This is an optimization exercise on Yosys and OpenROAD, whose aim is small area, a short achievable clock period and few clock cycles per item, not a production implementation. Only simulation tests tie the RTL to the original design; equivalence was not proved. Power is estimated from default activity; no workload was simulated.

<file path="flow/flow/run.sh">
#!/bin/bash
# Layout flow: the standard flow (standard.sh), except that
#  - synthesis maps the logic with the ABC script in flow/abc_area.script
#    (an area-oriented mapping) instead of ORFS's; the registers and every
#    other synthesis step are the standard synthesis's;
#  - the port buffers are sky130_fd_sc_hd__buf_1 (ORFS picks a delay cell).
# Each step's full output goes to a log file in this folder (and ORFS's own
# logs under orfs/logs).
set -euo pipefail
here=$(pwd)
rm -rf "$here/cs_scripts"
cp -r "$FLOW_HOME/scripts" "$here/cs_scripts"
cp "$here/flow/abc_area.script" "$here/cs_scripts/abc_area.script"
bash standard.sh SCRIPTS_DIR="$here/cs_scripts" ABC_AREA=1 synth > "$here/synth.log" 2>&1
bash standard.sh "BUFFER_PORTS_ARGS=-buffer_cell sky130_fd_sc_hd__buf_1" finish > "$here/layout.log" 2>&1
</file>
<file path="flow/flow/abc_area.script">
strash
&get -n
&fraig -x
&put
scorr
dc2
strash
&get -n
&dc2
&synch2
&nf -R 1000
&put
buffer -c
topo
stime -c
upsize -c
dnsize -c
</file>
<file path="flow/standard.sh">
#!/bin/bash
# synth_recipe.tcl (not shown) runs the flow's synth.tcl, then flattens the netlist and writes it again
# the make line also repeats each setting of config.mk as NAME=value (left out here)
make -C /OpenROAD-flow-scripts/flow DESIGN_CONFIG=/design/flow/config.mk WORK_HOME=/design/flow/orfs CLKGATE_MAP_FILE= SYNTH_SCRIPT=/design/flow/synth_recipe.tcl "${@:-finish}"
</file>
<file path="flow/config.mk">
export PLATFORM = sky130hd
export DESIGN_NAME = bcu
export DESIGN_NICKNAME = bcu
export VERILOG_FILES = /design/flow/design.v
export SDC_FILE = /design/flow/constraint.sdc
export NUM_CORES = 8
export LEC_CHECK = 0
export ABC_AREA = 1
export CAP_MARGIN = 30
export CORE_MARGIN = 2
export CORE_UTILIZATION = 40
export CTS_BUF_LIST = sky130_fd_sc_hd__clkbuf_4
export SETUP_SLACK_MARGIN = 5
export SLEW_MARGIN = 20
export TNS_END_PERCENT = 0
</file>
<file path="flow/constraint.sdc">
create_clock -name core_clock -period 12.0 [get_ports {clk}]
set_input_delay 2.4000 -clock core_clock [delete_from_list [all_inputs] [get_ports {clk}]]
set_output_delay 2.4000 -clock core_clock [all_outputs]
set_load 0.01 [all_outputs]
</file>
<file path="flow/design.v">
module bcu (
    input  wire         clk,
    input  wire         rst,             
    input  wire         cmd_valid,
    output wire         cmd_ready,
    input  wire [127:0] cmd,
    output wire         rsp_valid,
    input  wire         rsp_ready,
    output wire [127:0] rsp
);
    localparam CAP = 32;
    localparam F_INVALID_ID = 4'd1, F_VALUE_RANGE = 4'd2, F_TRUNCATED = 4'd3, F_RESERVED_SIZE = 4'd4,
               F_WIDTH_RANGE = 4'd5, F_OVERFLOW = 4'd6, F_ILLEGAL = 4'd7, F_ADDR_RANGE = 4'd8;
    reg [255:0] mem;                     
    reg [5:0]   len;                     
    reg [31:0]  pos;                     
    reg [7:0]   ent_id;
    reg [2:0]   ent_size;
    reg [31:0]  ent_value;
    reg         ent_valid;               
    reg         rv;
    reg [3:0]   r_status;
    reg         r_ent;                   
    reg [2:0]   r_size;                  
    reg         r_tl;                    
    reg         r_pos;                   
    reg [1:0]   r_k;
    reg         r_xoff;                  
    reg [55:0]  r_x;                     
    function [5:0] width_of;
        input [2:0] c;
        case (c)
            3'd0: width_of = 6'd0;
            3'd1: width_of = 6'd1;
            3'd2: width_of = 6'd2;
            3'd3: width_of = 6'd4;
            3'd4: width_of = 6'd8;
            3'd5: width_of = 6'd16;
            default: width_of = 6'd32;
        endcase
    endfunction
    function [2:0] classify;
        input [31:0] v;
        if (v == 32'd0)              classify = 3'd0;
        else if (v[31:1] == 31'd0)   classify = 3'd1;
        else if (v[31:2] == 30'd0)   classify = 3'd2;
        else if (v[31:4] == 28'd0)   classify = 3'd3;
        else if (v[31:8] == 24'd0)   classify = 3'd4;
        else if (v[31:16] == 16'd0)  classify = 3'd5;
        else                         classify = 3'd6;
    endfunction
    function rd_ok;
        input       hi;
        input [7:0] lo;
        input [5:0] l;
        rd_ok = !hi && ({1'b0, lo[7:3]} + 6'd8 <= l);
    endfunction
    function [6:0] grown;
        input [7:0] lo;
        input [5:0] l;
        reg   [5:0] need;
        reg   [5:0] gap;
        begin
            need = {1'b0, lo[7:3]} + 6'd8;
            gap  = need - l;
            if (need <= l) grown = {1'b0, l};
            else           grown = {1'b0, l} + {1'b0, (gap + 6'd7) & 6'b111000};
        end
    endfunction
    assign cmd_ready = ~rv | rsp_ready;
    assign rsp_valid = rv;
    wire   take      = cmd_valid & cmd_ready;
    wire [2:0]  o_size  = r_ent ? ent_size : r_size;
    wire [5:0]  o_tlen  = r_tl ? 6'd11 + width_of(o_size) : 6'd0;
    wire [7:0]  o_id    = r_ent ? ent_id : 8'd0;
    wire        o_valid = r_ent & ent_valid;
    wire [31:0] o_pos   = pos + {28'd0, r_k[1], 1'b0, r_k[0], r_k[0]};
    wire [31:0] o_off   = r_pos ? o_pos : (r_xoff ? r_x[31:0] : 32'd0);
    wire [55:0] o_data  = r_xoff ? 56'd0 : (r_ent ? {24'd0, ent_value} : r_x);
    assign rsp = {8'd0, o_data, o_off, o_valid, 1'b0, o_tlen, 5'd0, o_size, o_id, 4'd0, r_status};
    wire [7:0]  c_op   = cmd[7:0];
    wire [15:0] c_a    = cmd[23:8];
    wire [31:0] c_off  = cmd[55:24];
    wire [7:0]  c_rsv  = cmd[63:56];
    wire [63:0] c_data = cmd[127:64];
    wire a_z = (c_a == 16'd0);
    wire o_z = (c_off == 32'd0);
    wire d_z = (c_data == 64'd0);
    wire op_cls  = (c_op == 8'h01);
    wire op_wid  = (c_op == 8'h02);
    wire op_rdf  = (c_op == 8'h03);
    wire op_wrf  = (c_op == 8'h04);
    wire op_dec  = (c_op == 8'h05);
    wire op_enc  = (c_op == 8'h06);
    wire op_setp = (c_op == 8'h07);
    wire op_gst  = (c_op == 8'h08);
    wire op_gent = (c_op == 8'h09);
    wire op_clr  = (c_op == 8'h0A);
    wire op_push = (c_op == 8'h0B);
    wire op_pad  = (c_op == 8'h0C);
    wire op_bget = (c_op == 8'h0D);
    wire legal = (c_rsv == 8'd0) && (
                 (op_cls  && a_z && o_z) ||
                 (op_wid  && o_z && d_z) ||
                 (op_rdf  && d_z) ||
                  op_wrf ||
                 (op_dec  && a_z && o_z && d_z) ||
                 (op_enc  && o_z) ||
                 (op_setp && a_z && d_z) ||
                 (op_gst  && a_z && o_z && d_z) ||
                 (op_gent && a_z && o_z && d_z) ||
                 (op_clr  && o_z && d_z) ||
                 (op_push && o_z && d_z) ||
                 (op_pad  && o_z && d_z) ||
                 (op_bget && a_z && d_z));
    wire s_l  =  c_op[3] &  c_op[1];
    wire s_b  =  c_op[3] & ~c_op[1];
    wire s_p  = ~c_op[3] &  c_op[2] & (c_op[1] | c_op[0]);
    wire s_o  = ~c_op[3] & ~(c_op[2] & (c_op[1] | c_op[0]));
    wire s_rd =  c_op[0] & ~(c_op[3] & c_op[1]);             
    wire s_enc = ~c_op[3] & c_op[1];                          
    function [3:0] rowoh;
        input [4:0] b;
        input [2:0] j;
        reg   [7:0] oh;
        reg         c;
        reg   [1:0] r;
        begin
            oh = 8'd1 << b[2:0];
            c  = ~|(oh & ((8'd2 << j) - 8'd1));      
            r  = {b[4] ^ (b[3] & c), b[3] ^ c};
            rowoh = {r == 2'd3, r == 2'd2, r == 2'd1, r == 2'd0};
        end
    endfunction
    genvar gj;
    wire [4:0] wb_p = pos[7:3];
    wire [4:0] wb_o = c_off[7:3];
    wire [4:0] wb_b = c_off[4:0];
    wire [4:0] wb_l = len[4:0];
    wire [5:0] amt  = ({6{s_p}} & pos[5:0]) | ({6{s_o}} & c_off[5:0]) |
                      ({6{s_b}} & {c_off[2:0], 3'b000}) | ({6{s_l}} & {len[2:0], 3'b000});
    wire [3:0]  roh [0:7];
    wire [63:0] bankwin;                 
    generate
        for (gj = 0; gj < 8; gj = gj + 1) begin : g_bank
            assign roh[gj] = ({4{s_p}} & rowoh(wb_p, gj)) | ({4{s_o}} & rowoh(wb_o, gj)) |
                             ({4{s_b}} & rowoh(wb_b, gj)) | ({4{s_l}} & rowoh(wb_l, gj));
            assign bankwin[8*gj +: 8] = ({8{roh[gj][0]}} & mem[      8*gj +: 8]) |
                                        ({8{roh[gj][1]}} & mem[ 64 + 8*gj +: 8]) |
                                        ({8{roh[gj][2]}} & mem[128 + 8*gj +: 8]) |
                                        ({8{roh[gj][3]}} & mem[192 + 8*gj +: 8]);
        end
    endgenerate
    wire [2:0]  enc_c  = classify(c_data[31:0]);
    wire [5:0]  enc_w  = width_of(enc_c);
    wire [55:0] wr_val = s_o ? c_data[55:0] :
                               {c_data[55:43], c_data[31:0], enc_c, c_a[7:0]};
    wire [63:0] wr_rev;
    wire [63:0] rot_in;
    wire [63:0] wr_rot;
    generate
        for (gj = 0; gj < 64; gj = gj + 1) begin : g_rev
            if (gj < 8) assign wr_rev[gj] = 1'b0;
            else        assign wr_rev[gj] = wr_val[63 - gj];
        end
    endgenerate
    assign rot_in = s_rd ? bankwin : wr_rev;
    wire [127:0] rot_sh = {rot_in, rot_in} >> amt;
    wire [63:0]  rot    = rot_sh[63:0];
    wire [63:0]  rd_win = rot;           
    generate
        for (gj = 0; gj < 64; gj = gj + 1) begin : g_wrot
            assign wr_rot[gj] = rot[63 - gj];
        end
    endgenerate
    wire [6:0] ec;                       
    generate
        for (gj = 0; gj < 7; gj = gj + 1) begin : g_ec
            assign ec[gj] = (enc_c == gj);
        end
    endgenerate
    wire [6:0] encw_e0 = {1'b0, pos[5:0]} + 7'd11;
    wire [6:0] encw_e1 = {1'b0, pos[5:0]} + 7'd12;
    wire [6:0] encw_e2 = {1'b0, pos[5:0]} + 7'd13;
    wire [6:0] encw_e3 = {1'b0, pos[5:0]} + 7'd15;
    wire [6:0] encw_e4 = {1'b0, pos[5:0]} + 7'd19;
    wire [6:0] encw_e5 = {1'b0, pos[5:0]} + 7'd27;
    wire [6:0] encw_e6 = {1'b0, pos[5:0]} + 7'd43;
    wire [6:0] encw_end = ({7{ec[0]}} & encw_e0) | ({7{ec[1]}} & encw_e1) |
                          ({7{ec[2]}} & encw_e2) | ({7{ec[3]}} & encw_e3) |
                          ({7{ec[4]}} & encw_e4) | ({7{ec[5]}} & encw_e5) |
                          ({7{ec[6]}} & encw_e6);
    wire [6:0] wrf_end  = {1'b0, c_off[5:0]} + {1'b0, c_a[5:0]};
    wire [5:0] wr_end  = ({6{s_p}} & encw_end[5:0]) |
                         ({6{s_o}} & wrf_end[5:0]) |
                         ({6{s_l}} & {len[2:0] + 3'd1, 3'b000});
    wire       wr_wrap = (s_p & encw_end[6]) | (s_o & wrf_end[6]) | (s_l & (len[2:0] == 3'd7));
    wire [7:0] a_hi = 8'd1 << amt[5:3];
    wire [7:0] a_lo = 8'd1 << amt[2:0];
    wire [7:0] e_hi = 8'd1 << wr_end[5:3];
    wire [7:0] e_lo = 8'd1 << wr_end[2:0];
    wire [63:0] wr_mask;
    genvar gq, gb;
    generate
        for (gq = 0; gq < 8; gq = gq + 1) begin : g_mq
            for (gb = 0; gb < 8; gb = gb + 1) begin : g_mb
                wire ge = (|a_hi[gq:0] & ~a_hi[gq]) | (a_hi[gq] & |a_lo[gb:0]);
                wire lt = (|e_hi[7:gq] & ~e_hi[gq]) | (e_hi[gq] & ~|e_lo[gb:0]);
                assign wr_mask[8*gq + gb] = wr_wrap ? (ge | lt) : (ge & lt);
            end
        end
    endgenerate
    wire [8:0] p8lo  = {1'b0, pos[7:0]} + 9'd8;
    wire [8:0] p11lo = {1'b0, pos[7:0]} + 9'd11;
    wire hi_p0  = (pos[31:8]   != 24'd0);
    wire hi_p1  = hi_p0 | p8lo[8];
    wire hi_p2  = hi_p0 | p11lo[8];
    wire hi_off = (c_off[31:8] != 24'd0);
    wire ok_p0  = rd_ok(hi_p0,  pos[7:0],   len);
    wire ok_p1  = rd_ok(hi_p1,  p8lo[7:0],  len);
    wire ok_p2  = rd_ok(hi_p2,  p11lo[7:0], len);
    wire ok_off = rd_ok(hi_off, c_off[7:0], len);
    wire [6:0] gl_p2  = grown(p11lo[7:0], len);
    wire [6:0] gl_off = grown(c_off[7:0], len);
    wire ovf_p2  = hi_p2  || (gl_p2  > CAP);
    wire ovf_off = hi_off || (gl_off > CAP);
    wire [7:0]  d_id = rd_win[7:0];
    wire [2:0]  d_sz = rd_win[10:8];
    reg  [31:0] d_vmask;
    always @* begin
        case (d_sz)
            3'd0: d_vmask = 32'h0000_0000;
            3'd1: d_vmask = 32'h0000_0001;
            3'd2: d_vmask = 32'h0000_0003;
            3'd3: d_vmask = 32'h0000_000F;
            3'd4: d_vmask = 32'h0000_00FF;
            3'd5: d_vmask = 32'h0000_FFFF;
            default: d_vmask = 32'hFFFF_FFFF;
        endcase
    end
    wire [31:0] d_val = rd_win[42:11] & d_vmask;
    wire [63:0] a_mask = (c_a[5:0] > 6'd56) ? 64'd0 : ((64'd1 << c_a[5:0]) - 64'd1);
    wire [55:0] rdf_val = rd_win[55:0] & a_mask[55:0];
    wire        wrf_big = ((c_data & ~a_mask) != 64'd0);
    wire        a_gt56  = (c_a > 16'd56);
    wire [6:0]  dc;                      
    generate
        for (gj = 0; gj < 7; gj = gj + 1) begin : g_dc
            assign dc[gj] = (d_sz == gj);
        end
    endgenerate
    wire [6:0]  ncls    = s_enc ? ec : dc;
    wire [6:0]  pn_lo   = ({7{ncls[0]}} & encw_e0) | ({7{ncls[1]}} & encw_e1) |
                          ({7{ncls[2]}} & encw_e2) | ({7{ncls[3]}} & encw_e3) |
                          ({7{ncls[4]}} & encw_e4) | ({7{ncls[5]}} & encw_e5) |
                          ({7{ncls[6]}} & encw_e6);
    wire [25:0] pos_hi1 = pos[31:6] + 26'd1;
    wire [31:0] pos_new = {pn_lo[6] ? pos_hi1 : pos[31:6], pn_lo[5:0]};
    reg         n_write;                 
    reg         n_clear;                 
    reg         n_len_we;
    reg [5:0]   n_len;
    reg         n_pos_we;
    reg [31:0]  n_pos;
    reg         n_ent_we;
    reg         n_ent_dec;               
    reg         n_ent_set;               
    reg [3:0]   n_status;
    reg         n_ent;
    reg [2:0]   n_size;
    reg         n_tl;
    reg         n_rpos;
    reg [1:0]   n_k;                     
    reg         n_xoff;
    reg [55:0]  n_x;
    always @* begin
        n_write   = 1'b0;
        n_clear   = 1'b0;
        n_len_we  = 1'b0;
        n_len     = len;
        n_pos_we  = 1'b0;
        n_pos     = pos_new;
        n_ent_we  = 1'b0;
        n_ent_dec = 1'b0;
        n_ent_set = 1'b0;
        n_status  = 4'd0;
        n_ent     = 1'b0;
        n_size    = 3'd0;
        n_tl      = 1'b0;
        n_rpos    = 1'b0;
        n_k       = 2'b00;
        n_xoff    = 1'b0;
        n_x       = 56'd0;
        if (!legal) begin
            n_status = F_ILLEGAL;
        end else if (op_cls) begin
            if (c_data[63:32] != 32'd0)
                n_status = F_VALUE_RANGE;
            else begin
                n_size = enc_c;
                n_tl   = 1'b1;
                n_x    = {50'd0, enc_w};
            end
        end else if (op_wid) begin
            if (c_a >= 16'd7) begin
                n_status = F_RESERVED_SIZE;
                n_xoff   = 1'b1;
                n_x      = {40'd0, c_a};
            end else begin
                n_size = c_a[2:0];
                n_tl   = 1'b1;
                n_x    = {50'd0, width_of(c_a[2:0])};
            end
        end else if (op_rdf) begin
            if (a_gt56) begin
                n_status = F_WIDTH_RANGE;
                n_xoff   = 1'b1;
                n_x      = {40'd0, c_a};
            end else if (!ok_off) begin
                n_status = F_TRUNCATED;
                n_xoff   = 1'b1;
                n_x      = {24'd0, c_off};
            end else
                n_x = rdf_val;
        end else if (op_wrf) begin
            if (a_gt56) begin
                n_status = F_WIDTH_RANGE;
                n_xoff   = 1'b1;
                n_x      = {40'd0, c_a};
            end else if (wrf_big)
                n_status = F_VALUE_RANGE;
            else if (ovf_off) begin
                n_status = F_OVERFLOW;
                n_xoff   = 1'b1;
                n_x      = {24'd0, c_off};
            end else begin
                n_write  = 1'b1;
                n_len_we = 1'b1;
                n_len    = gl_off[5:0];
            end
        end else if (op_dec) begin
            if (!ok_p0) begin
                n_status = F_TRUNCATED;
                n_rpos   = 1'b1;
            end else if (d_id == 8'd0) begin
                n_ent_we = 1'b1;                 
                n_ent    = 1'b1;
                n_tl     = 1'b1;
                n_rpos   = 1'b1;
                n_k      = 2'b11;
            end else if (!ok_p1) begin
                n_status = F_TRUNCATED;
                n_rpos   = 1'b1;
                n_k      = 2'b10;
            end else if (d_sz == 3'd7) begin
                n_status = F_RESERVED_SIZE;
                n_rpos   = 1'b1;
                n_k      = 2'b10;
            end else if (!ok_p2) begin
                n_status = F_TRUNCATED;
                n_rpos   = 1'b1;
                n_k      = 2'b11;
            end else begin
                n_ent_we  = 1'b1;
                n_ent_dec = 1'b1;
                n_ent_set = 1'b1;
                n_pos_we  = 1'b1;
                n_ent     = 1'b1;
                n_tl      = 1'b1;
                n_rpos    = 1'b1;
            end
        end else if (op_enc) begin
            if (c_a == 16'd0 || c_a > 16'd255) begin
                n_status = F_INVALID_ID;
                n_xoff   = 1'b1;
                n_x      = {40'd0, c_a};
            end else if (c_data[63:32] != 32'd0)
                n_status = F_VALUE_RANGE;
            else if (ovf_p2) begin
                n_status = F_OVERFLOW;
                n_rpos   = 1'b1;
            end else begin
                n_write   = 1'b1;
                n_len_we  = 1'b1;
                n_len     = gl_p2[5:0];
                n_ent_we  = 1'b1;
                n_ent_set = 1'b1;
                n_pos_we  = 1'b1;
                n_ent     = 1'b1;
                n_tl      = 1'b1;
                n_rpos    = 1'b1;
            end
        end else if (op_setp) begin
            n_pos_we = 1'b1;
            n_pos    = c_off;
        end else if (op_gst) begin
            n_rpos = 1'b1;
            n_x    = {50'd0, len};
        end else if (op_gent) begin
            n_ent = 1'b1;
            n_tl  = 1'b1;
        end else if (op_clr) begin
            if (c_a > CAP)
                n_status = F_OVERFLOW;
            else begin
                n_clear  = 1'b1;
                n_len_we = 1'b1;
                n_len    = c_a[5:0];
                n_pos_we = 1'b1;
                n_pos    = 32'd0;
                n_ent_we = 1'b1;
            end
        end else if (op_push) begin
            if (c_a > 16'd255)
                n_status = F_VALUE_RANGE;
            else if (len == CAP)
                n_status = F_OVERFLOW;
            else begin
                n_write  = 1'b1;
                n_len_we = 1'b1;
                n_len    = len + 6'd1;
            end
        end else if (op_pad) begin
            if ({10'd0, len} + c_a > CAP)
                n_status = F_OVERFLOW;
            else begin
                n_len_we = 1'b1;
                n_len    = len + c_a[5:0];
            end
        end else begin                   
            if (c_off >= {26'd0, len}) begin
                n_status = F_ADDR_RANGE;
                n_xoff   = 1'b1;
                n_x      = {24'd0, c_off};
            end else
                n_x = {48'd0, rd_win[7:0]};
        end
    end
    wire do_write = take & n_write;
    wire do_clear = rst | (take & n_clear);
    wire [63:0] wr_merged = do_clear ? 64'd0 : ((wr_rot & wr_mask) | (bankwin & ~wr_mask));
    genvar gr;
    generate
        for (gr = 0; gr < 4; gr = gr + 1) begin : g_row
            for (gj = 0; gj < 8; gj = gj + 1) begin : g_col
                wire hit = do_clear | (do_write & roh[gj][gr]);
                always @(posedge clk) begin
                    if (hit)
                        mem[64*gr + 8*gj +: 8] <= wr_merged[8*gj +: 8];
                end
            end
        end
    endgenerate
    always @(posedge clk) begin
        if (rst) begin
            rv        <= 1'b0;
            len       <= 6'd8;
            pos       <= 32'd0;
            ent_id    <= 8'd0;
            ent_size  <= 3'd0;
            ent_value <= 32'd0;
            ent_valid <= 1'b0;
        end else begin
            if (take) begin
                rv <= 1'b1;
                if (n_len_we) len <= n_len;
                if (n_pos_we) pos <= n_pos;
                if (n_ent_we) begin
                    if (!n_ent_set) begin
                        ent_id    <= 8'd0;
                        ent_size  <= 3'd0;
                        ent_value <= 32'd0;
                        ent_valid <= 1'b0;
                    end else if (n_ent_dec) begin
                        ent_id    <= d_id;
                        ent_size  <= d_sz;
                        ent_value <= d_val;
                        ent_valid <= 1'b1;
                    end else begin
                        ent_id    <= c_a[7:0];
                        ent_size  <= enc_c;
                        ent_value <= c_data[31:0];
                        ent_valid <= 1'b1;
                    end
                end
            end else if (rsp_ready)
                rv <= 1'b0;
        end
    end
    always @(posedge clk) begin
        if (take) begin
            r_status <= n_status;
            r_ent    <= n_ent;
            r_size   <= n_size;
            r_tl     <= n_tl;
            r_pos    <= n_rpos;
            r_k      <= n_k;
            r_xoff   <= n_xoff;
            r_x      <= n_x;
        end
    end
endmodule
</file>
==> results of run 1 <==
-- per-layer routing --
metal	track usage	part of all wire
met3	0.0845	0.11
met1	0.486	0.38
met2	0.564	0.43
met5	0	0.000099
met4	0.237	0.077
-- layout by cell type (no fill, tap or decap), types with 38 or more instances in the layout --
cell      instances
a21oi_1         329
a22oi_1         101
a31oi_1          57
and2_1           59
and3_1           42
buf_1           231
buf_4           205
clkbuf_4        165
dfxtp_1          81
edfxtp_1        325
ha_1            115
inv_1            99
maj3_1           40
mux2i_1         220
nand2_1         589
nand3_1          99
nor2_1          475
nor3_1           87
nor4_1           38
o21ai_0         292
o21ai_1          77
o21ai_4          41
xnor2_1          74
xor2_1           43
-- cell usage after synthesis, types with 9 or more instances --
cell,n,area (sq um)
edfxtp_1,325,9760
a22oi_1,108,811
or3_1,24,150
nor2_1,494,1850
and2_1,63,394
a2111oi_0,10,87.6
a221oi_1,32,280
nor4_1,44,275
a31oi_1,62,388
a21o_1,22,165
a22o_1,27,236
nand4_1,31,194
nand2_1,614,2300
o21ai_0,362,1810
buf_2,56,280
and3_1,44,275
maj3_1,40,400
o22ai_1,35,219
buf_4,34,255
nor2b_1,29,181
a21oi_1,343,1720
clkbuf_1,173,649
o21ai_1,63,315
mux2i_1,236,2360
xnor2_1,78,683
o211ai_1,24,180
inv_1,102,383
a32o_1,10,100
or2_2,9,56.3
nand3_1,102,510
o21a_1,10,75.1
o221ai_1,10,87.6
ha_1,124,1550
xor2_1,49,429
nor3_1,93,465
dfxtp_1,83,1660
buf_1,32,120
fa_1,10,200
nand2b_1,32,200
o31ai_1,21,158
a211oi_1,41,308
a221o_1,21,210
a32oi_1,12,105
o21bai_1,10,75.1
-- logic make-up (layout without fill, tap and decap cells) --
logic type / count (synthesis) / in the layout / synth area share
AOI/OAI and AO/OA: 1284 / 1286 / 0.234
xor gates and xnor gates: 127 / 127 / 0.0326
adders and majority gates: 174 / 174 / 0.0630
buffers and inverters: 408 / 799 / 0.0519
DFF: 408 / 408 / 0.334
muxes: 240 / 240 / 0.0708
other: 1 / 30 / 0.000110
and+or+nand+nor: 1629 / 1639 / 0.214
-- per-stage QoR --
stage / cells / instance area [sq um]
after detailed placement: 5497 / 36500
after global placement: 5485 / 36400
after global routing: 5841 / 40800
after floorplan: 4291 / 34400
final: 5847 / 40800
after CTS: 5760 / 39400
-- critical path: stages --
cell	delay, ps
buf_1	330
nor4_2	490
nand2_1	260
nor3_4	440
nor2_1	80
a31oi_1	370
nand2b_1	460
nand2b_1	300
a21oi_1	380
a221o_1	610
nand2_1	390
o21ai_0	290
nor3_1	80
o21ai_1	560
mux2i_1	250
nor2_1	90
-- layout make-up --
class	count	area, sq um
Antenna cell	9	22.5
Tap cell	1144	1430
Timing Repair Buffer	507	3480
Multi-Input combinational cell	3487	22700
Sequential cell	408	11400
Inverter	104	399
Fill cell	8480	44000
Clock buffer	157	1180
Clock inverter	31	171
-- power by group through the flow --
stage                     logic (mW)  clock network, mW  registers (mW)
after global routing            1.75               1.33            1.73
after global placement          1.44                  0            1.74
after floorplan                0.844                  0            1.73
after detailed placement        1.45                  0            1.75
final                           1.71               1.24            1.72
after CTS                       1.53               1.26            1.72
-- path summary, 6_finish.rpt --
check,endpoint,slack [ps],cells after the start
max,mem[35]$_DFFE_PP_,4850,16
max reg2reg,pos[6]$_SDFFE_PP0P_,5070,23
min,ent_value[12]$_SDFFE_PP0P_,450,2
min reg2reg,ent_value[12]$_SDFFE_PP0P_,450,2
-- flip-flops by register name, summed over array words and instances, names as in the netlist --
signal	count
ent_value	32
r_x	56
len	6
r_size	3
pos	32
mem	256
r_xoff	1
ent_valid	1
ent_size	3
r_ent	1
r_tl	1
rv	1
r_status	4
r_k	2
r_pos	1
ent_id	8
-- what timing repair did --
action	4_1_cts	5_1_grt
resized for setup	166	179
setup endpoints to repair	479	429
hold endpoints to repair	0	0
hold buffers	0	0
buffers inserted	64	67
pin swaps	46	72
cloned	11	6
==> reports/metrics.cfg, run 1 <==
[route]
vias=37200
drtIter0Drc=5528
firstDrtPassIters=7
vias_per_cell=6.36
postRouteAntennaNets=0
wl_um=172000
drt-wirelength-per-cell_um=29.5
drcViolationCount=0

[clocking]
clock_latency_ps=1040
cts-root-buf=clkbuf_4
cts_tree=built
cts_num_sinks=408
clk_path_buf_depth=3
path_clk_slew_ps=60
h-tree-depth=3
cts_buffers=110

[timing]
fin_crit_ps=7150
slew_headroom=0.250
tightest_slew_ps=1110
setup_ws_ps=4850
skew_ps=106
tns_ps=0
drv_slew=0
final-hold-violation-count=0
whs_ps=454
finalCritPeriodShare=0.596
setup_viol=0
rsz0062_at_grt=yes
fmax_mhz=140

[floorplan]
rows=107
dieArea_sq_um=87700
die_h_um=296
die_w_um=296
coreArea_sq_um=84900
num_io_pins=262
start_util=0.402

[logic_synthesis]
yosys_most_used_dff=edfxtp_1
ys_types=98
syn_inst=4271
synth_enable_flop_cells=325
ys_ff_latch=408
ys_warn_count=1
synth_area_per_cell_sq_um=8.00
ys_seq_area_frac=0.334
synthArstFlopShare=0
syn-cell-area_sq_um=34200

[critical_path]
startpoint=cmd[79]
end_kind=flop
critPathLaunchType=input port
critPathMaxFanout=12
cp.required_ps=12660
arrival_ps=7820
reg2reg_from=pos[0]$_SDFFE_PP0P_
criticalPathCategory=input port to flop

[power]
p_per_area_nw_per_um2=114
pwr-share-seq=0.368
clkPwrFrac=0.267
p_total_mw=4.67
comb_power_share=0.365
p_leak_nw=15.2
peakVddDrop_mv=0.122
netSwitchingPower_mw=1.85
p_int_mw=2.82
swShare=0.397

[global_route]
grt_max_degree=84
gr-total-overflow=0
grt_pass1_wl_um=238000
grt_pass1_vias=33700
antenna_found_initial=10
track_usage=0.375

[cells_and_area]
syn2layout_area_growth_pct=19.5
nNetsFinal=4884
drive_gt1_frac=0.157
final_util=0.481

[placement]
dp_hpwl_um=126000
dp_slack_ps=2190
gp_congestion=1.06
port_buffers=243

[min_path]
min_path_type=flop to flop
min_from=ent_value[12]$_SDFFE_PP0P_

[outcome]
outcome=finished clean

[flow_run]
maxCapViolCount=0

Testbench counts, summed over its fixed seeds: cycles 8,054, commands 8,046.
==> run 2: changes to the inputs <==
--- a/flow/config.mk
+++ b/flow/config.mk
@@ -8,7 +8,7 @@
 export ABC_AREA = 1
 export CAP_MARGIN = 30
 export CORE_MARGIN = 2
-export CORE_UTILIZATION = 40
+export CORE_UTILIZATION = 45
 export CTS_BUF_LIST = sky130_fd_sc_hd__clkbuf_4
 export SETUP_SLACK_MARGIN = 5
 export SLEW_MARGIN = 20
==> reports/metrics.cfg, run 2 <==
[outcome]
outcome=finished clean  ; unchanged

[logic_synthesis]
synthArstFlopShare=0  ; unchanged
yosys.area.top_type=edfxtp_1  ; unchanged
yosys_most_used_dff=edfxtp_1  ; unchanged
synth.most_common_cell=nand2_1  ; unchanged
ys_seq_area_frac=0.334  ; unchanged
syn-cell-area_sq_um=34200  ; unchanged
synth_area_per_cell_sq_um=8.00  ; unchanged
synthTopCellsByCount=nand2_1, nor2_1, o21ai_0  ; unchanged
synth_enable_flop_cells=325  ; unchanged
ys_types=98  ; unchanged
ys_warn_count=1  ; unchanged
syn_inst=4271  ; unchanged
ys_top_cells_by_area=edfxtp_1, mux2i_1, nand2_1, nor2_1, o21ai_0  ; unchanged
ys_ff_latch=408  ; unchanged
synth_top_area_share=0.286  ; unchanged

[timing]
rsz0062_at_grt=yes  ; unchanged
skew_ps=117  ; was 106 ps
final-hold-violation-count=0  ; unchanged
finalCritPeriodShare=0.601  ; was 0.596
setup_ws_ps=4780  ; was 4850 ps
setup_viol=0  ; unchanged
fin_crit_ps=7220  ; was 7150 ps
tightest_slew_ps=1180  ; was 1110 ps
fmax_mhz=139  ; was 140 MHz
tns_ps=0  ; unchanged
drv_slew=0  ; unchanged
slew_headroom=0.214  ; was 0.250

[floorplan]
num_io_pins=262  ; unchanged
die_w_um=280  ; was 296 um
die_h_um=280  ; was 296 um
dieArea_sq_um=78100  ; was 87,700 sq um
rows=101  ; was 107
start_util=0.452  ; was 0.402
coreArea_sq_um=75600  ; was 84,900 sq um

[clocking]
cts_tree=built  ; unchanged
cts_num_sinks=408  ; unchanged
cts_hold_buf=0  ; unchanged
path_clk_slew_ps=60  ; about the same
clock_latency_ps=950  ; was 1040 ps
clk_path_buf_depth=3  ; unchanged
h-tree-depth=3  ; unchanged
cts_buffers=111  ; was 110
cts-root-buf=clkbuf_4  ; unchanged

[power]
peakVddDrop_mv=0.124  ; was 0.122 mV
p_total_mw=4.68  ; was 4.67 mW
p_per_area_nw_per_um2=117  ; was 114 nW/um^2
p_leak_nw=15.1  ; was 15.2 nW

[placement]
dp_slack_ps=2330  ; was 2190 ps
gp_congestion=1.04  ; was 1.06
dp_hpwl_um=124000  ; was 126,000 um
port_buffers=243  ; unchanged
dp.cells=5325  ; was 5,497
placed_cell_area_sq_um=36200  ; was 36,500 sq um

[route]
drcViolationCount=0  ; unchanged
wl_um=168000  ; was 172,000 um
vias_per_cell=6.57  ; was 6.36
drtIter0Drc=5773  ; was 5,528
drt-wirelength-per-cell_um=29.5  ; about the same
firstDrtPassIters=9  ; was 7
postRouteAntennaNets=0  ; unchanged
vias=37300  ; was 37,200

[global_route]
grt_pass1_wl_um=235000  ; was 238,000 um
gr-total-overflow=0  ; unchanged
grt_pass1_vias=33600  ; was 33,700
grt_max_degree=79  ; was 84
track_usage=0.410  ; was 0.375
antenna_found_initial=12  ; was 10

[flow_run]
maxCapViolCount=0  ; unchanged

[cells_and_area]
largestRegisters=mem (256), r_x (56)  ; unchanged
largest_reg_flops=256  ; unchanged
layoutNonFillerInstCount=5677  ; was 5,847
final_area_sq_um=40100  ; was 40,800 sq um
syn2layout_area_growth_pct=17.3  ; was 19.5%
layout_common_cells=nand2_1, nor2_1, a21oi_1  ; unchanged
drive_gt1_frac=0.144  ; was 0.157
mostFrequentLayoutCell=nand2_1  ; unchanged
nNetsFinal=4869  ; was 4,884
largest-register=mem  ; unchanged

[critical_path]
crit_slowest_cell=a221oi_4  ; was a221o_1
cp_slowest_stage_delay_ps=370  ; was 610 ps
startpoint=cmd[26]  ; was cmd[79]
critPathMaxFanout=8  ; was 12
worst_path_most_repeated_cell=nor2_1
worstSetupEndpoint=pos[23]$_SDFFE_PP0P_  ; was mem[35]$_DFFE_PP_
rr_worst_depth=20  ; was 23
regToRegSetupSlack_ps=4840  ; was 5070 ps
end_kind=flop  ; unchanged
critPathLaunchType=input port  ; unchanged
cp.required_ps=12790  ; was 12,660 ps
arrival_ps=8010  ; was 7820 ps
r2r-end=mem[24]$_DFFE_PP_  ; was pos[6]$_SDFFE_PP0P_
criticalPathCategory=input port to flop  ; unchanged
reg2reg_from=pos[0]$_SDFFE_PP0P_  ; unchanged

[min_path]
min_path_type=flop to flop  ; unchanged

run 2: through the flow:
step	hold slack, ps	utilization
finish	450	0.530
global route	466	0.530
CTS	453	0.518
detailed placement	446	0.479
global placement	436	0.477
floorplan	427	-
run 2: what timing repair did:
item                       CTS  global route
setup endpoints to repair  509           394
pin swaps                   32            38
buffers inserted            81            45
gates resized for setup    159           105
gates cloned                 7             6
run 2: power breakdown:
part,total (mW),leakage [nW],internal (mW),switching (mW)
clock network,1.28,0.870,0.668,0.613
logic,1.68,10.3,0.502,1.18
registers,1.72,3.97,1.68,0.0374
total,4.68,15.1,2.85,1.83
run 2: critical path: cells and delay by family:
family,cells,cell delay [ps]
AOI/OAI and AO/OA,14,2920
and+or+nand+nor,11,1490
buffers and inverters,6,720
adders and majority gates,1,220
xor gates and xnor gates,1,140
muxes,1,100
run 2: cells by family (layout without fill, tap and decap cells):
family | after synthesis | count (layout) | share of synthesized area
simple gates | 1629 | 1637 | 0.214
other cells | 1 | 28 | 0.000110
fa+ha+maj | 174 | 174 | 0.0630
mux | 240 | 240 | 0.0708
xor+xnor | 127 | 127 | 0.0326
compound gates | 1284 | 1284 | 0.234
flops | 408 | 408 | 0.334
buf+inv | 408 | 801 | 0.0519
run 2: routing by layer:
layer	up-vias	global-route usage	wire length (um)	share of wire
li1	16400	-	-	-
met1	17700	0.533	64300	0.38
met2	2590	0.622	71600	0.43
met3	610	0.0914	19100	0.11
met4	6	0.255	12600	0.075
met5	-	0	41	0.00024
run 2: cell type report:
| type | count | area, sq um |
|---|---|---|
| timing repair buffer | 495 | 3210 |
| antenna | 7 | 17.5 |
| sequential | 408 | 11400 |
| tap | 978 | 1220 |
| clock buffer | 162 | 1220 |
| inverter | 104 | 402 |
| clock inverter | 40 | 246 |
| multi-input combinational | 3483 | 22300 |
| fill | 7417 | 35500 |
run 2: worst min path at each step:
| stage | cells past startpoint | slack (ps) | startpoint | to |
|---|---|---|---|---|
| floorplan | 2 | 430 | ent_id[0]$_SDFFE_PP0P_ | ent_id[0]$_SDFFE_PP0P_ |
| global placement | 2 | 440 | ent_id[5]$_SDFFE_PP0P_ | ent_id[5]$_SDFFE_PP0P_ |
| detailed placement | 2 | 450 | ent_value[20]$_SDFFE_PP0P_ | ent_value[20]$_SDFFE_PP0P_ |
| CTS | 2 | 450 | ent_value[20]$_SDFFE_PP0P_ | ent_value[20]$_SDFFE_PP0P_ |
| global route | 2 | 470 | ent_value[14]$_SDFFE_PP0P_ | ent_value[14]$_SDFFE_PP0P_ |
| finish | 2 | 450 | ent_value[20]$_SDFFE_PP0P_ | ent_value[20]$_SDFFE_PP0P_ |
==> run 3: changes to the inputs <==
==> flow/flow/abc_area.script (replaced) <==
strash
&get -n
&fraig -x
&put
scorr
dc2
strash
&get -n
&synch2
&nf -R 1000
&put
buffer -c
topo
stime -c
upsize -c
dnsize -c
--- a/flow/config.mk
+++ b/flow/config.mk
@@ -8,8 +8,8 @@
 export ABC_AREA = 1
 export CAP_MARGIN = 30
 export CORE_MARGIN = 2
-export CORE_UTILIZATION = 45
-export CTS_BUF_LIST = sky130_fd_sc_hd__clkbuf_4
+export CORE_UTILIZATION = 40
+export CTS_BUF_LIST = sky130_fd_sc_hd__clkbuf_2 sky130_fd_sc_hd__clkbuf_4
 export SETUP_SLACK_MARGIN = 5
 export SLEW_MARGIN = 20
 export TNS_END_PERCENT = 0
==> reports/metrics.cfg, run 3 <==
[outcome]
outcome=finished clean  ; unchanged

[timing]
final-hold-violation-count=0  ; unchanged
whs_ps=457  ; was 450 ps
slew_headroom=0.174  ; was 0.214
fin_crit_ps=7080  ; was 7220 ps
setup_viol=0  ; unchanged
drv_slew=0  ; unchanged
finalCritPeriodShare=0.590  ; was 0.601
tightest_slew_ps=1230  ; was 1180 ps
skew_ps=117  ; about the same
fmax_mhz=141  ; was 139 MHz
tns_ps=0  ; unchanged
rsz0062_at_grt=yes  ; unchanged

[floorplan]
num_io_pins=262  ; unchanged
coreArea_sq_um=85400  ; was 75,600 sq um
rows=107  ; was 101
die_h_um=298  ; was 280 um
start_util=0.405  ; was 0.452
dieArea_sq_um=88800  ; was 78,100 sq um
die_w_um=298  ; was 280 um

[min_path]
min_path_type=flop to flop  ; unchanged
min_from=ent_value[13]$_SDFFE_PP0P_  ; was ent_value[20]$_SDFFE_PP0P_
min_to=ent_value[13]$_SDFFE_PP0P_  ; was ent_value[20]$_SDFFE_PP0P_
min_path_cells=2  ; unchanged

[logic_synthesis]
synth_enable_flop_cells=325  ; unchanged
yosys.area_share.adder=0.0605  ; was 0.0630
synth_area_per_cell_sq_um=7.85  ; was 8.00 sq um
synth_xor_area_frac=0.0309  ; was 0.0326
ys_ff_latch=408  ; unchanged
synthTopCellsByCount=nand2_1, nor2_1, a21oi_1  ; was nand2_1, nor2_1, o21ai_0
yosys.area.top_type=edfxtp_1  ; unchanged
synth-compound-area-share=0.227  ; was 0.234
synth_top_family_by_area=simple AND/OR/NAND/NOR gates  ; was compound AO/OA/AOI/OAI gates
ys_types=102  ; was 98
synthArstFlopShare=0  ; unchanged
ys_seq_area_frac=0.330  ; was 0.334
yosys_most_used_dff=edfxtp_1  ; unchanged
ys_top_cells_by_area=edfxtp_1, nand2_1, mux2i_1, nor2_1, a21oi_1  ; was edfxtp_1, mux2i_1, nand2_1, nor2_1, o21ai_0
synthMuxAreaShare=0.0650  ; was 0.0708
synthSimpleGateAreaFrac=0.234  ; was 0.214
syn_inst=4403  ; was 4,271
syn-cell-area_sq_um=34600  ; was 34,200 sq um
synth.most_common_cell=nand2_1  ; unchanged
synth_top_area_share=0.282  ; was 0.286
ys_warn_count=1  ; unchanged

[power]
p_total_mw=4.73  ; was 4.68 mW
p_leak_nw=15.7  ; was 15.1 nW
comb_power_share=0.373  ; was 0.359
p_per_area_nw_per_um2=114  ; was 117 nW/um^2
swShare=0.402  ; was 0.390
netSwitchingPower_mw=1.90  ; was 1.83 mW
p_int_mw=2.83  ; was 2.85 mW
clkPwrFrac=0.264  ; was 0.274
pwr-share-seq=0.363  ; was 0.368
peakVddDrop_mv=0.0851  ; was 0.124 mV

[critical_path]
end_kind=flop  ; unchanged
criticalPathCategory=input port to flop  ; unchanged
regToRegSetupSlack_ps=4930  ; was 4840 ps
r2r-end=ent_id[0]$_SDFFE_PP0P_  ; was mem[24]$_DFFE_PP_
crit_slowest_cell=a31oi_4  ; was a221oi_4
arrival_ps=7980  ; was 8010 ps
critPathLaunchType=input port  ; unchanged
cp_slowest_stage_delay_ps=370  ; about the same
worst-path-buf-inv=4  ; was 6
rr_worst_depth=32  ; was 20
path_delay_family=compound AO/OA/AOI/OAI gates  ; unchanged
cp.required_ps=12900  ; was 12,790 ps
critPathMaxFanout=22  ; was 8
reg2reg_from=pos[4]$_SDFFE_PP0P_  ; was pos[0]$_SDFFE_PP0P_

[route]
postRouteAntennaNets=0  ; unchanged
drtIter0Drc=6381  ; was 5,773
wl_um=177000  ; was 168,000 um
wl_met2_um=75000  ; was 71,600 um
drcViolationCount=0  ; unchanged
met3_length_um=21600  ; was 19,100 um
firstDrtPassIters=9  ; unchanged
drt-wirelength-per-cell_um=29.5  ; about the same
vias_per_cell=6.53  ; was 6.57
m1WireLength_um=64900  ; was 64,300 um
vias=39200  ; was 37,300
maxUsedRoutingLayer=met5  ; unchanged

[clocking]
h-tree-depth=3  ; unchanged
cts-root-buf=clkbuf_4  ; unchanged
cts_num_sinks=408  ; unchanged
clock_latency_ps=1010  ; was 950 ps
cts_buffers=110  ; was 111
clk_path_buf_depth=3  ; unchanged
path_clk_slew_ps=60  ; about the same
cts_tree=built  ; unchanged
cts_hold_buf=0  ; unchanged

[cells_and_area]
nNetsFinal=5034  ; was 4,869
syn2layout_area_growth_pct=19.8  ; was 17.3%
final_util=0.485  ; was 0.530
largest-register=mem  ; unchanged
mostFrequentLayoutCell=nand2_1  ; unchanged
drive_gt1_frac=0.176  ; was 0.144
largest_reg_flops=256  ; unchanged
largestRegisters=mem (256), r_x (56)  ; unchanged
layout_common_cells=nand2_1, nor2_1, a21oi_1  ; unchanged
fillers=8611  ; was 7,417

[placement]
gp_congestion=1.09  ; was 1.04
port_buffers=243  ; unchanged
dp_hpwl_um=130000  ; was 124,000 um

[global_route]
grt_max_degree=67  ; was 79
grt_pass1_vias=35600  ; was 33,600
grt_pass1_wl_um=246000  ; was 235,000 um
track_usage=0.373  ; was 0.410
gr-total-overflow=0  ; unchanged
antenna_found_initial=11  ; was 12

[flow_run]
maxCapViolCount=0  ; unchanged

## run 3: area by class of cell
| cell class | count | area (sq um) | share of cell area |
|---|---|---|---|
| Multi-Input combinational cell | 3611 | 23300 | 0.562 |
| Sequential cell | 408 | 11400 | 0.276 |
| Timing Repair Buffer | 535 | 3510 | 0.0848 |
| Tap cell | 1144 | 1430 | 0.0346 |
| Clock buffer | 153 | 1150 | 0.0277 |
| Inverter | 102 | 402 | 0.00970 |
| Clock inverter | 39 | 221 | 0.00535 |
| Antenna cell | 8 | 20.0 | 0.000483 |
## run 3: worst max path at each step
stage	startpoint	to	slack, ps	cells after the start
after floorplan	cmd[25]	pos[23]$_SDFFE_PP0P_	5070	30
after global placement	cmd[1]	pos[15]$_SDFFE_PP0P_	1930	29
after detailed placement	cmd[1]	pos[15]$_SDFFE_PP0P_	1900	29
after CTS	cmd[26]	pos[23]$_SDFFE_PP0P_	4890	33
after global routing	cmd[26]	ent_value[10]$_SDFFE_PP0P_	4720	34
final	cmd[26]	ent_id[0]$_SDFFE_PP0P_	4920	30
## run 3: what timing repair did
action	in CTS	in global routing
cloned	4	12
endpoints found under the setup margin	614	594
gates resized for setup	151	280
buffers inserted	43	94
pin swaps	21	117
## run 3: kinds of logic after synthesis
kind of cell | count (synthesis)
buf+inv | 416
xor+xnor | 116
mux | 221
simple gates | 1818
fa+ha+maj | 168
other cells | 1
compound gates | 1255
flops | 408
## run 3: stage by stage
stage          cell area [sq um]  instances  setup WS, ps
3_3_place_gp               36700       5630          1930
2_1_floorplan              34700       4423          5070
6_report                   41400       6000          4920
4_1_cts                    39100       5879          4890
3_5_place_dp               36800       5640          1900
5_1_grt                    41400       5993          4720
## run 3: per-layer routing
layer  track usage  up-vias
li1              -    16900
met1         0.472    18500
met2         0.561     3000
met3        0.0823      766
met4         0.265        2
met5             0        -
## run 3: power groups by stage
stage / Clock (mW) / Sequential, mW / Combinational [mW]
after floorplan: 0 / 1.73 / 0.855
after global placement: 0 / 1.75 / 1.45
after detailed placement: 0 / 1.75 / 1.46
after CTS: 1.27 / 1.72 / 1.52
after global routing: 1.34 / 1.73 / 1.81
final: 1.25 / 1.72 / 1.77
## run 3: tightest hold or removal path, cell delays in order, from the launching register on
cell and delay, ps:
dfxtp_1 310, nand2_1 50, a21oi_1 50
==> run 4: changes to the inputs <==
==> flow/flow/run.sh (replaced) <==
#!/bin/bash
# Layout flow: the standard flow (standard.sh), except that
#  - synthesis maps the logic with the ABC script in flow/abc_area.script
#    (an area-oriented mapping) instead of ORFS's; the registers and every
#    other synthesis step are the standard synthesis's;
#  - the port buffers are sky130_fd_sc_hd__buf_1 (ORFS picks a delay cell);
set -euo pipefail
here=$(pwd)
rm -rf "$here/cs_scripts"
cp -r "$FLOW_HOME/scripts" "$here/cs_scripts"
cp "$here/flow/abc_area.script" "$here/cs_scripts/abc_area.script"
bash standard.sh SCRIPTS_DIR="$here/cs_scripts" ABC_AREA=1 synth > "$here/synth.log" 2>&1
bash standard.sh "BUFFER_PORTS_ARGS=-buffer_cell sky130_fd_sc_hd__buf_1" SETUP_SLACK_MARGIN=6 finish > "$here/layout.log" 2>&1
--- a/flow/config.mk
+++ b/flow/config.mk
@@ -9,7 +9,6 @@
 export CAP_MARGIN = 30
 export CORE_MARGIN = 2
 export CORE_UTILIZATION = 40
-export CTS_BUF_LIST = sky130_fd_sc_hd__clkbuf_2 sky130_fd_sc_hd__clkbuf_4
 export SETUP_SLACK_MARGIN = 5
 export SLEW_MARGIN = 20
 export TNS_END_PERCENT = 0
==> reports/metrics.cfg, run 4 <==
[critical_path]
crit_slowest_cell=bufbuf_8  ; was a31oi_4
cp_slowest_stage_delay_ps=410  ; was 370 ps
criticalPathCategory=input port to flop  ; unchanged
cp.required_ps=12330  ; was 12,900 ps
end_kind=flop  ; unchanged
cp_cell_sequence=clkbuf_2 -> buf_6 -> nor3_4 -> nand2_1 -> ha_2 -> o21ai_0 -> a311o_1 -> a41oi_1 -> xnor2_1 -> nand2_1 -> nand2_1 -> nand3_1 -> a21oi_1 -> nand3_1 -> nor3_2 -> and3_1 -> nand3_1 -> buf_4 -> nor3_2 -> o211ai_1 -> bufbuf_8 -> o21ai_4 -> buf_4
critPathLaunchType=input port  ; unchanged
path_delay_family=simple AND/OR/NAND/NOR gates  ; was compound AO/OA/AOI/OAI gates
arrival_ps=7710  ; was 7980 ps
worst-path-buf-inv=5  ; was 4
critPathMaxFanout=34  ; was 22

[global_route]
track_usage=0.388  ; was 0.373
gr-total-overflow=0  ; unchanged
grt_pass1_vias=35500  ; was 35,600
grt_max_degree=67  ; unchanged
grt_pass1_wl_um=253000  ; was 246,000 um
antenna_found_initial=11  ; unchanged

[route]
drcViolationCount=0  ; unchanged
wl_um=181000  ; was 177,000 um
postRouteAntennaNets=0  ; unchanged
vias=38400  ; was 39,200
firstDrtPassIters=10  ; was 9
drtIter0Drc=5772  ; was 6,381
vias_per_cell=6.45  ; was 6.53
drt-wirelength-per-cell_um=30.4  ; was 29.5 um

[cells_and_area]
layoutNonFillerInstCount=5952  ; was 6,000
largestRegisters=mem (256), r_x (56)  ; unchanged
largest_reg_flops=256  ; unchanged
largest-register=mem  ; unchanged
layout_common_cells=nand2_1, nor2_1, a21oi_1  ; unchanged
drive_gt1_frac=0.168  ; was 0.176
nNetsFinal=5032  ; was 5,034
syn2layout_area_growth_pct=22.8  ; was 19.8%
mostFrequentLayoutCell=nand2_1  ; unchanged
final_util=0.497  ; was 0.485

[timing]
tns_ps=0  ; unchanged
drv_slew=0  ; unchanged
tightest_slew_ps=1190  ; was 1230 ps
fmax_mhz=136  ; was 141 MHz
slew_headroom=0.198  ; was 0.174
setup_viol=0  ; unchanged
finalCritPeriodShare=0.615  ; was 0.590
final-hold-violation-count=0  ; unchanged
setup_ws_ps=4620  ; was 4920 ps
skew_ps=41.4  ; was 117 ps
rsz0062_at_grt=yes  ; unchanged
fin_crit_ps=7380  ; was 7080 ps

[clocking]
h-tree-depth=2  ; was 3
cts-root-buf=clkbuf_16  ; was clkbuf_4
path_clk_slew_ps=60  ; about the same
cts_buffers=45  ; was 110
clock_latency_ps=620  ; was 1010 ps
cts_num_sinks=408  ; unchanged
cts_tree=built  ; unchanged
clk_path_buf_depth=3  ; unchanged

[logic_synthesis]
syn_inst=4403  ; unchanged
ys_seq_area_frac=0.330  ; unchanged
synthArstFlopShare=0  ; unchanged
synth_top_area_share=0.282  ; unchanged
ys_ff_latch=408  ; unchanged
synth.most_common_cell=nand2_1  ; unchanged
synth_enable_flop_cells=325  ; unchanged
synthTopCellsByCount=nand2_1, nor2_1, a21oi_1  ; unchanged
ys_top_cells_by_area=edfxtp_1, nand2_1, mux2i_1, nor2_1, a21oi_1  ; unchanged
syn-cell-area_sq_um=34600  ; unchanged
yosys_most_used_dff=edfxtp_1  ; unchanged
yosys.area.top_type=edfxtp_1  ; unchanged
synth_area_per_cell_sq_um=7.85  ; unchanged
ys_warn_count=1  ; unchanged
ys_types=102  ; unchanged

[floorplan]
coreArea_sq_um=85400  ; unchanged
die_w_um=298  ; unchanged
rows=107  ; unchanged
start_util=0.405  ; unchanged
dieArea_sq_um=88800  ; unchanged
die_h_um=298  ; unchanged
num_io_pins=262  ; unchanged

[placement]
dp_slack_ps=2290  ; was 1900 ps
dp.cells=5630  ; was 5,640
port_buffers=243  ; unchanged
gp_congestion=1.07  ; was 1.09
dp_hpwl_um=132000  ; was 130,000 um

[flow_run]
maxCapViolCount=0  ; unchanged

[outcome]
outcome=finished clean  ; unchanged

[power]
p_per_area_nw_per_um2=118  ; was 114 nW/um^2
p_total_mw=5.01  ; was 4.73 mW
peakVddDrop_mv=0.146  ; was 0.0851 mV
p_leak_nw=16.1  ; was 15.7 nW

[min_path]
min_path_type=flop to flop  ; unchanged

==> run 4: worst min-delay path, cell delays in order, from the launching register on <==
cell,delay [ps]
dfxtp_1,310
nand2_1,50
a21oi_1,50
==> run 4: path summary, 6_finish.rpt <==
kind                                                 start                         end  slack, ps  depth (start not counted)
worst max-delay path                               cmd[11]          mem[161]$_DFFE_PP_       4620                         23
worst min-delay path            ent_value[15]$_SDFFE_PP0P_  ent_value[15]$_SDFFE_PP0P_        460                          2
worst max register to register         pos[3]$_SDFFE_PP0P_   ent_value[0]$_SDFFE_PP0P_       4830                         35
worst min register to register  ent_value[15]$_SDFFE_PP0P_  ent_value[15]$_SDFFE_PP0P_        460                          2
==> run 4: layer usage <==
layer / vias to the layer above / track usage / wire length (um) / share of wire
li1: 16800 / - / - / -
met1: 18100 / 0.485 / 67600 / 0.37
met2: 2706 / 0.595 / 77500 / 0.43
met3: 699 / 0.0933 / 20100 / 0.11
met4: 14 / 0.260 / 15300 / 0.085
met5: - / 0.00649 / 166 / 0.00092
==> run 4: report_power, final <==
group / internal (mW) / total, mW / switching (mW)
registers: 1.68 / 1.72 / 0.0370
logic: 0.597 / 1.86 / 1.26
clock network: 0.823 / 1.43 / 0.606
==> run 4: layout make-up <==
class | count | area (sq um)
diodes | 9 | 22.5
clock buffers | 54 | 1200
clock inverters | 26 | 289
fillers | 8366 | 42900
inverters | 102 | 403
multi-input cells | 3604 | 23400
flip-flops and latches | 408 | 11400
well taps | 1144 | 1430
repair buffers | 605 | 4290
==> run 4: metrics by stage <==
| stage | area (sq um) | hold WS [ps] |
|---|---|---|
| after floorplan | 34800 | 427 |
| after global placement | 36800 | 442 |
| after global routing | 42500 | 481 |
| final | 42500 | 456 |
| after CTS | 41400 | 457 |
| after detailed placement | 36900 | 451 |
==> run 4: what timing repair did <==
item | CTS | global route
pin swaps | 112 | 104
setup buffers | 173 | 46
hold endpoints to repair | 0 | 0
gates resized for setup | 305 | 115
endpoints found under the setup margin | 674 | 674
cloned | 6 | 4
hold buffers | 0 | 0
==> run 4: kinds of logic (layout without fill, tap and decap cells) <==
kind of cell	after synthesis	in the layout	share of synthesized area
fa+ha+maj	168	168	0.0605
xor+xnor	116	116	0.0309
simple gates	1818	1820	0.234
compound gates	1255	1258	0.227
other cells	1	30	0.000108
buf+inv	416	787	0.0521
flops	408	408	0.330
mux	221	221	0.0650
==> run 5: changes to the inputs <==
--- a/flow/design.v
+++ b/flow/design.v
@@ -122,14 +122,21 @@
     function [3:0] rowoh;
         input [4:0] b;
         input [2:0] j;
-        reg   [7:0] oh;
-        reg         c;
-        reg   [1:0] r;
+        reg   [3:0] h;                   
+        reg         c;                   
         begin
-            oh = 8'd1 << b[2:0];
-            c  = ~|(oh & ((8'd2 << j) - 8'd1));      
-            r  = {b[4] ^ (b[3] & c), b[3] ^ c};
-            rowoh = {r == 2'd3, r == 2'd2, r == 2'd1, r == 2'd0};
+            h = 4'd1 << b[4:3];
+            case (j)
+                3'd0: c = |b[2:0];
+                3'd1: c = b[2] | b[1];
+                3'd2: c = b[2] | (b[1] & b[0]);
+                3'd3: c = b[2];
+                3'd4: c = b[2] & (b[1] | b[0]);
+                3'd5: c = b[2] & b[1];
+                3'd6: c = &b[2:0];
+                default: c = 1'b0;
+            endcase
+            rowoh = c ? {h[2:0], h[3]} : h;
         end
     endfunction
     genvar gj;
==> flow/flow/run.sh (replaced) <==
#!/bin/bash
# Layout flow: the standard flow (standard.sh), except that
#  - synthesis maps the logic with the ABC script in flow/abc_area.script
#    (an area-oriented mapping) instead of ORFS's; the registers and every
#    other synthesis step are the standard synthesis's;
#  - the port buffers are sky130_fd_sc_hd__buf_1 (ORFS picks a delay cell).
# Each step's full output goes to a log file in this folder (and ORFS's own
# logs under orfs/logs).
set -euo pipefail
here=$(pwd)
rm -rf "$here/cs_scripts"
cp -r "$FLOW_HOME/scripts" "$here/cs_scripts"
cp "$here/flow/abc_area.script" "$here/cs_scripts/abc_area.script"
bash standard.sh SCRIPTS_DIR="$here/cs_scripts" ABC_AREA=1 synth > "$here/synth.log" 2>&1
bash standard.sh "BUFFER_PORTS_ARGS=-buffer_cell sky130_fd_sc_hd__buf_1" finish > "$here/layout.log" 2>&1
==> reports/metrics.cfg, run 5 <==
[outcome]
outcome=finished clean  ; unchanged

[power]
peakVddDrop_mv=0.140  ; was 0.146 mV
p_int_mw=3.05  ; was 3.10 mW
netSwitchingPower_mw=1.84  ; was 1.91 mW
swShare=0.377  ; was 0.381
p_per_area_nw_per_um2=120  ; was 118 nW/um^2
comb_power_share=0.346  ; was 0.372
clkPwrFrac=0.304  ; was 0.285
p_leak_nw=15.4  ; was 16.1 nW
pwr-share-seq=0.350  ; was 0.343

[logic_synthesis]
ys_types=93  ; was 102
ys_warn_count=1  ; unchanged
synth.most_common_cell=nor2_1  ; was nand2_1
synth_top_area_share=0.285  ; was 0.282
synthArstFlopShare=0  ; unchanged
ys_ff_latch=408  ; unchanged
ys_top_cells_by_area=edfxtp_1, nor2_1, nand2_1, mux2i_1, a21oi_1  ; was edfxtp_1, nand2_1, mux2i_1, nor2_1, a21oi_1
yosys_most_used_dff=edfxtp_1  ; unchanged
synthTopCellsByCount=nor2_1, nand2_1, a21oi_1  ; was nand2_1, nor2_1, a21oi_1
syn-cell-area_sq_um=34200  ; was 34,600 sq um
ys_seq_area_frac=0.334  ; was 0.330
yosys.area.top_type=edfxtp_1  ; unchanged
synth_area_per_cell_sq_um=7.69  ; was 7.85 sq um
syn_inst=4447  ; was 4,403
synth_enable_flop_cells=325  ; unchanged

[cells_and_area]
largest_reg_flops=256  ; unchanged
layout_common_cells=nor2_1, nand2_1, a21oi_1  ; was nand2_1, nor2_1, a21oi_1
mostFrequentLayoutCell=nor2_1  ; was nand2_1
layoutNonFillerInstCount=5896  ; was 5,952
syn2layout_area_growth_pct=19.3  ; was 22.8%
largestRegisters=mem (256), r_x (56)  ; unchanged
largest-register=mem  ; unchanged
nNetsFinal=4952  ; was 5,032
drive_gt1_frac=0.147  ; was 0.168

[global_route]
gr-total-overflow=0  ; unchanged
grt_max_degree=80  ; was 67
grt_pass1_wl_um=248000  ; was 253,000 um
antenna_found_initial=13  ; was 11
grt_pass1_vias=34900  ; was 35,500
track_usage=0.387  ; was 0.388

[critical_path]
crit_slowest_cell=nor2_2  ; was bufbuf_8
critPathLaunchType=input port  ; unchanged
cp.required_ps=12550  ; was 12,330 ps
arrival_ps=8210  ; was 7710 ps
criticalPathCategory=input port to flop  ; unchanged
regToRegSetupSlack_ps=4410  ; was 4830 ps
cp_slowest_stage_delay_ps=440  ; was 410 ps
critPathMaxFanout=10  ; was 34
rr_worst_depth=27  ; was 35
end_kind=flop  ; unchanged
worst_path_most_repeated_cell=nand2_1
reg2reg_from=len[1]$_SDFFE_PP0P_  ; was pos[3]$_SDFFE_PP0P_
r2r-end=pos[27]$_SDFFE_PP0P_  ; was ent_value[0]$_SDFFE_PP0P_

[floorplan]
rows=107  ; unchanged
num_io_pins=262  ; unchanged
die_h_um=296  ; was 298 um
coreArea_sq_um=84900  ; was 85,400 sq um
die_w_um=296  ; was 298 um
dieArea_sq_um=87800  ; was 88,800 sq um
start_util=0.403  ; was 0.405

[route]
drtIter0Drc=6238  ; was 5,772
drcViolationCount=0  ; unchanged
vias_per_cell=6.59  ; was 6.45
drt-wirelength-per-cell_um=30.6  ; was 30.4 um
firstDrtPassIters=9  ; was 10
postRouteAntennaNets=0  ; unchanged
vias=38800  ; was 38,400
wl_um=181000  ; about the same

[timing]
whs_ps=472  ; was 456 ps
final-hold-violation-count=0  ; unchanged
drv_slew=0  ; unchanged
fmax_mhz=131  ; was 136 MHz
rsz0062_at_grt=yes  ; unchanged
slew_headroom=0.169  ; was 0.198
skew_ps=41.9  ; was 41.4 ps
fin_crit_ps=7660  ; was 7380 ps
setup_ws_ps=4340  ; was 4620 ps
finalCritPeriodShare=0.638  ; was 0.615
tns_ps=0  ; unchanged
tightest_slew_ps=1250  ; was 1190 ps
setup_viol=0  ; unchanged

[clocking]
cts_hold_buf=0  ; unchanged
cts_tree=built  ; unchanged
cts_buffers=46  ; was 45
h-tree-depth=2  ; unchanged
clock_latency_ps=620  ; about the same
path_clk_slew_ps=70  ; was 60 ps
clk_path_buf_depth=3  ; unchanged
cts-root-buf=clkbuf_16  ; unchanged
cts_num_sinks=408  ; unchanged

[placement]
port_buffers=243  ; unchanged
dp_slack_ps=2130  ; was 2290 ps
dp.cells=5658  ; was 5,630
dp_hpwl_um=133000  ; was 132,000 um
gp_congestion=1.09  ; was 1.07

[min_path]
min_to=ent_size[0]$_SDFFE_PP0P_  ; was ent_value[15]$_SDFFE_PP0P_
min_path_type=flop to flop  ; unchanged
min_path_cells=2  ; unchanged
min_from=ent_size[0]$_SDFFE_PP0P_  ; was ent_value[15]$_SDFFE_PP0P_

[flow_run]
maxCapViolCount=0  ; unchanged

## run 5: power by group through the flow
stage,Sequential (mW),Clock (mW),Combinational (mW)
floorplan,1.73,0,0.815
global placement,1.74,0,1.40
detailed placement,1.74,0,1.40
CTS,1.71,1.50,1.52
global route,1.72,1.55,1.73
finish,1.71,1.49,1.69
## run 5: cell families (layout without fill, tap and decap cells)
logic type | Yosys count | count (layout) | synth area share
XOR/XNOR | 90 | 90 | 0.0231
flip-flops | 408 | 408 | 0.334
multiplexers | 238 | 238 | 0.0699
adder cells (fa/ha/maj) | 142 | 142 | 0.0516
buffers and inverters | 443 | 721 | 0.0552
AO/OA/AOI/OAI | 1334 | 1338 | 0.239
other | 1 | 21 | 0.000110
AND/OR/NAND/NOR | 1791 | 1794 | 0.227
## run 5: layout make-up
cell class / count / area [sq um]
diodes: 3 / 7.51
clock buffers: 56 / 1260
clock inverters: 28 / 307
fillers: 8503 / 44100
inverters: 113 / 448
multi-input cells: 3620 / 22400
flip-flops and latches: 408 / 11400
well taps: 1144 / 1430
repair buffers: 524 / 3480
## run 5: per-layer routing
metal / global-route usage / share of wire
met1: 0.490 / 0.37
met2: 0.584 / 0.42
met3: 0.0959 / 0.12
met4: 0.261 / 0.090
met5: 0 / 0.00045
## run 5: how the worst max path moves through the flow
stage | depth (start not counted) | to | startpoint | slack (ps)
after floorplan | 24 | mem[240]$_DFFE_PP_ | cmd[8] | 4870
after global placement | 33 | pos[27]$_SDFFE_PP0P_ | cmd[1] | 1860
after detailed placement | 30 | pos[27]$_SDFFE_PP0P_ | cmd[2] | 2130
after CTS | 31 | pos[27]$_SDFFE_PP0P_ | cmd[1] | 4550
after global routing | 32 | pos[27]$_SDFFE_PP0P_ | cmd[0] | 4210
final | 33 | pos[27]$_SDFFE_PP0P_ | cmd[2] | 4340
## run 5: stage by stage
step                      cell area, sq um   util  power [mW]
after floorplan                      34300      -        2.54
after global placement               36200  0.427        3.14
after detailed placement             36400  0.428        3.14
after CTS                            39600  0.467        4.73
after global routing                 40800  0.480        5.00
final                                40800  0.481        4.89
## run 5: worst max-delay path, delay by kind of cell
kind,cells,cell delay (ps)
mux,1,290
buf+inv,4,750
simple gates,16,3040
compound gates,12,1700
## run 5: repair_timing
action / CTS / global route
setup buffers: 83 / 50
pin swaps: 62 / 73
endpoints found under the setup margin: 661 / 638
cloned: 5 / 6
resized for setup: 242 / 154
Testbench counts of run 5, summed over its fixed seeds: cycles 8,054, commands 8,046.

==> afterwards: timing with drivers on the ports <==
How much do the figures lean on ideal ports? The routed layouts below were timed once more, with nothing changed but the port constraints.
Step 1: set_driving_cell puts a clkbuf_16 on clk and a buf_2 on each other input, an assumption about the parent block.
Step 2, shift: input delay + t, output delay - t, t = (earliest + latest rising clock arrival at the registers) / 2. This alone moves slack from input paths to output paths.
Slacks: no drivers / after step 1 / after step 2; pairs: no drivers / after step 1.
run | t (ns) | slack for setup (ns) | worst setup path after step 2 | worst data-port slew with drivers (ns)
run 1 | 1.050 | 4.847 / 4.880 / 3.830 | input to register | 0.05
run 2 | 0.964 | 4.783 / 4.827 / 3.863 | input to register | 0.09
run 3 | 1.012 | 4.918 / 4.929 / 3.929 | input to register | 0.09
run 4 | 0.674 | 4.620 / 4.668 / 3.994 | input to register | 0.11
run 5 | 0.674 | 4.342 / 4.365 / 3.691 | input to register | 0.11
After both steps every run listed still meets setup and hold. For run 1, which loses most, drivers alone change the setup slack by +0.033 ns; drivers and shift together by -1.017 ns.
